Background: an optimization exercise with open tools, aiming at small area, a short achievable clock period and few clock cycles per item. Do not read the settings as production practice.
In this exercise RTL edits were held to simulation tests only and were not proved equivalent to the original.
No activity file was given, so power comes from the tool's default toggle rates.

==> flow/design.v (excerpt) <==
module pma_engine (
    input  wire        clk,
    input  wire        rst,
    input  wire        cmd_valid,
    output wire        cmd_ready,
    input  wire [31:0] cmd_word,
    input  wire [7:0]  cmd_len,
    input  wire        in_valid,
    output wire        in_ready,
    input  wire [7:0]  in_data,
    output wire        out_valid,
    input  wire        out_ready,
    output wire [7:0]  out_data,
    output wire        res_valid,
    input  wire        res_ready,
    output wire [3:0]  res_status,
    output wire [31:0] res_value
);
    localparam [7:0] SOP = 8'h7E, EOP = 8'h7F, ESC = 8'h7D;
    localparam [3:0] K_STUFF = 4'd1, K_UNSTUFF = 4'd2, K_CSUM = 4'd3,
                     K_VERIFY = 4'd4, K_WRAP = 4'd5, K_UNWRAP = 4'd6,
                     K_SEAL = 4'd7, K_PUSH = 4'd8, K_POP = 4'd9,
                     K_CLOSE = 4'd10, K_STAT = 4'd11, K_ILL = 4'd12,
                     K_LEN = 4'd13;
    localparam [3:0] ST_OK = 4'h0, ST_FRAMING = 4'h1, ST_ESC_END = 4'h2,
                     ST_INV_ESC = 4'h3, ST_CSUM = 4'h4, ST_ILLEGAL = 4'h5,
                     ST_LENGTH = 4'h6, ST_FULL = 4'h7, ST_EMPTY = 4'h8,
                     ST_OVERFLOW = 4'h9;
    localparam [1:0] M_PLAIN = 2'd0, M_STUFF = 2'd1, M_WRAP = 2'd2, M_SEAL = 2'd3;
    localparam [1:0] S_NONE = 2'd0, S_SLOT = 2'd1, S_JOB = 2'd2;
    localparam RQD = 8;      
    localparam RQW = 3;
    function is_res(input [7:0] b);
        is_res = (b == SOP) || (b == EOP) || (b == ESC);
    endfunction
    wire [7:0] d_op  = cmd_word[7:0];
    wire [7:0] d_imm = cmd_word[15:8];
    wire [7:0] d_ch  = cmd_word[23:16];
    wire [7:0] d_rsv = cmd_word[31:24];
    wire d_codec = (d_op >= 8'h01) && (d_op <= 8'h07);
    wire d_rsm   = (d_op >= 8'h10) && (d_op <= 8'h13);
    wire d_ill   = !(d_codec || d_rsm) ||
                   (d_codec && ((d_imm != 8'd0) || (d_ch != 8'd0))) ||
                   (d_rsm && ((d_ch >= 8'd4) || ((d_op != 8'h10) && (d_imm != 8'd0))));
    wire d_len0  = (cmd_len == 8'd0);
    wire d_big   = (cmd_len > 8'd16);
    wire d_okc   = !d_ill && d_codec;
    wire d_okr   = !d_ill && d_rsm;
    wire [3:0] d_k = d_ill ? K_ILL : d_codec ? d_op[3:0] : {2'b10, d_op[1:0]};
    wire [7:0] d_x = ((d_op == 8'h10) && d_len0) ? d_imm : cmd_len;
  ...
clock: 10.0 ns
lec_check: 0
cap_margin: 20
core_margin: 2
core_utilization: 60
gpl_timing_driven: 0
slew_margin: 20
run.sh (not shown) runs the stock make flow with config.mk's settings and CLKGATE_MAP_FILE= SYNTH_SCRIPT=/design/flow/synth_recipe.tcl, a recipe that flattens the netlist after the stock synthesis.
Testbench counts at the start, summed over its fixed seeds: cycles 19,320, items 5,121.
Rerun with:
--- a/flow/config.mk
+++ b/flow/config.mk
@@ -6,7 +6,6 @@
 export NUM_CORES = 4
 export LEC_CHECK = 0
-export CAP_MARGIN = 20
+export CAP_MARGIN = 0
 export CORE_MARGIN = 2
 export CORE_UTILIZATION = 60
-export GPL_TIMING_DRIVEN = 0
-export SLEW_MARGIN = 20
+export SLEW_MARGIN = 0
The changed run went through all stages and came out clean. Wire length is lower by a little under a tenth. Maximum frequency is higher by well over a third. Power falls slightly. Hold slack gains 85 ps.
Rerun with:
--- a/flow/config.mk
+++ b/flow/config.mk
@@ -6,6 +6,6 @@
 export NUM_CORES = 4
 export LEC_CHECK = 0
-export CAP_MARGIN = 0
+export CAP_MARGIN = 20
 export CORE_MARGIN = 2
 export CORE_UTILIZATION = 60
-export SLEW_MARGIN = 0
+export SLEW_MARGIN = 20
What happened:
- worst setup slack got worse by 5.6 ps
- final area is about the same
- sequential power barely changes
- synthesized area stays the same
- die area stays the same
- core utilization hardly moves
- worst hold slack improved by 3.8 ps

========
the baseline:
pma_engine, a different RTL version from the one above (not shown whole).
Size in the first run: ~4300 cells after synthesis, roughly 100 I/O pins, ~72000 sq um of cells after synthesis.
clock: 10.0 ns
lec_check: 0
cap_margin: 20
core_margin: 2
core_utilization: 60
cts_buf_list: sky130_fd_sc_hd__clkbuf_8
slew_margin: 20
Testbench counts of the baseline, summed over its fixed seeds: cycles 19,320, items 5,121.
#### Input delta (the candidate over the baseline)
# the baseline
export LEC_CHECK = 0
export CAP_MARGIN = 20
export CORE_MARGIN = 2
export CORE_UTILIZATION = 60
export CTS_BUF_LIST = sky130_fd_sc_hd__clkbuf_8
export SLEW_MARGIN = 20
create_clock -name core_clock -period 10.0 [get_ports {clk}]
# the candidate
export LEC_CHECK = 0
export CAP_MARGIN = 20
export CORE_MARGIN = 2
export CORE_UTILIZATION = 60
export SLEW_MARGIN = 20
create_clock -name core_clock -period 10.0 [get_ports {clk}]
Notes after the runs:
The candidate has completed all stages; timing, DRC and antenna checks passed. The baseline reports its critical path class as flip-flop to primary output while the candidate reports primary input to flip-flop. Against the baseline as the reference, the candidate delivers a higher clock share of power. Signed area change from the synthesized netlist to the final layout: the candidate and the baseline compared, higher one is the candidate. Comparing the candidate and the baseline, the lower portion of the clock cycle consumed by the worst path in the final layout was measured on the baseline. Delta (the candidate minus the baseline): total power higher, number of buffers between clock root and the deepest sink decreased 1, final design area excluding fillers increased about 0.34%, required time of the critical path rose by 2.53 ns, ratio of total power to cell area now sits higher. Between the candidate and the baseline, the max-capacitance violation count does not differ in any meaningful way.

========
Another version of the RTL of pma_engine (not shown whole).
Size in the first run: about 4300 cells after synthesis, ~1700 flip-flops.
make LEC_CHECK=0 CAP_MARGIN=20 CORE_MARGIN=2 CORE_UTILIZATION=60 SLEW_MARGIN=20 finish   # period 10.0 ns
The baseline produced a clean layout.
Testbench counts at the start, summed over its fixed seeds: cycles 19,320, items 5,121.
==> next run, changes <==
- CTS_BUF_LIST: not set -> sky130_fd_sc_hd__clkbuf_8
Effect:
- via count is higher by 1.5%
- cell count came out higher by 3.1%
- combinational power stays flat

==> separate check: timing with driven ports <==
The flow's constraints put no driver on any port. The routed layouts listed below were extracted and timed again, unchanged, in two steps. Step 1 (the two cells are an assumption about what drives the block):
set clk [get_ports {clk}]
set_driving_cell -lib_cell sky130_fd_sc_hd__clkbuf_16 $clk
set_driving_cell -lib_cell sky130_fd_sc_hd__buf_2 [delete_from_list [all_inputs] $clk]
Step 2 adds t to the input delays and takes it off the output delays; t is the mean of the earliest and latest rising clock arrival at the registers after step 1. Input paths then give back, and output paths get back, about the clock's delay inside the block. a / b / c = ideal ports / drivers / drivers and shift; a / b = the first two.
| run | shift t [ns] | slack for setup (ns) | worst setup path at the end |
|---|---|---|---|
| the first run of note 1 | 0.865 | 4.453 / 4.453 / 4.146 | input to register |
| the second run of note 1 | 0.863 | 6.003 / 6.003 / 5.444 | input to register |
| the third run of note 1 | 0.861 | 5.997 / 5.997 / 5.439 | input to register |
| the baseline | 1.039 | 5.844 / 5.771 / 4.988 | input to register |
| the candidate | 0.863 | 5.794 / 5.845 / 4.983 | input to register |
| the first run of note 3 | 0.862 | 5.748 / 5.808 / 4.946 | input to register |
| the second run of note 3 | 1.047 | 5.775 / 5.775 / 4.874 | input to register |
After both steps setup and hold are still met in every run listed. The setup slack of the second run of note 3, which loses most, moves by 0.000 ns with the drivers and by -0.901 ns with both steps.
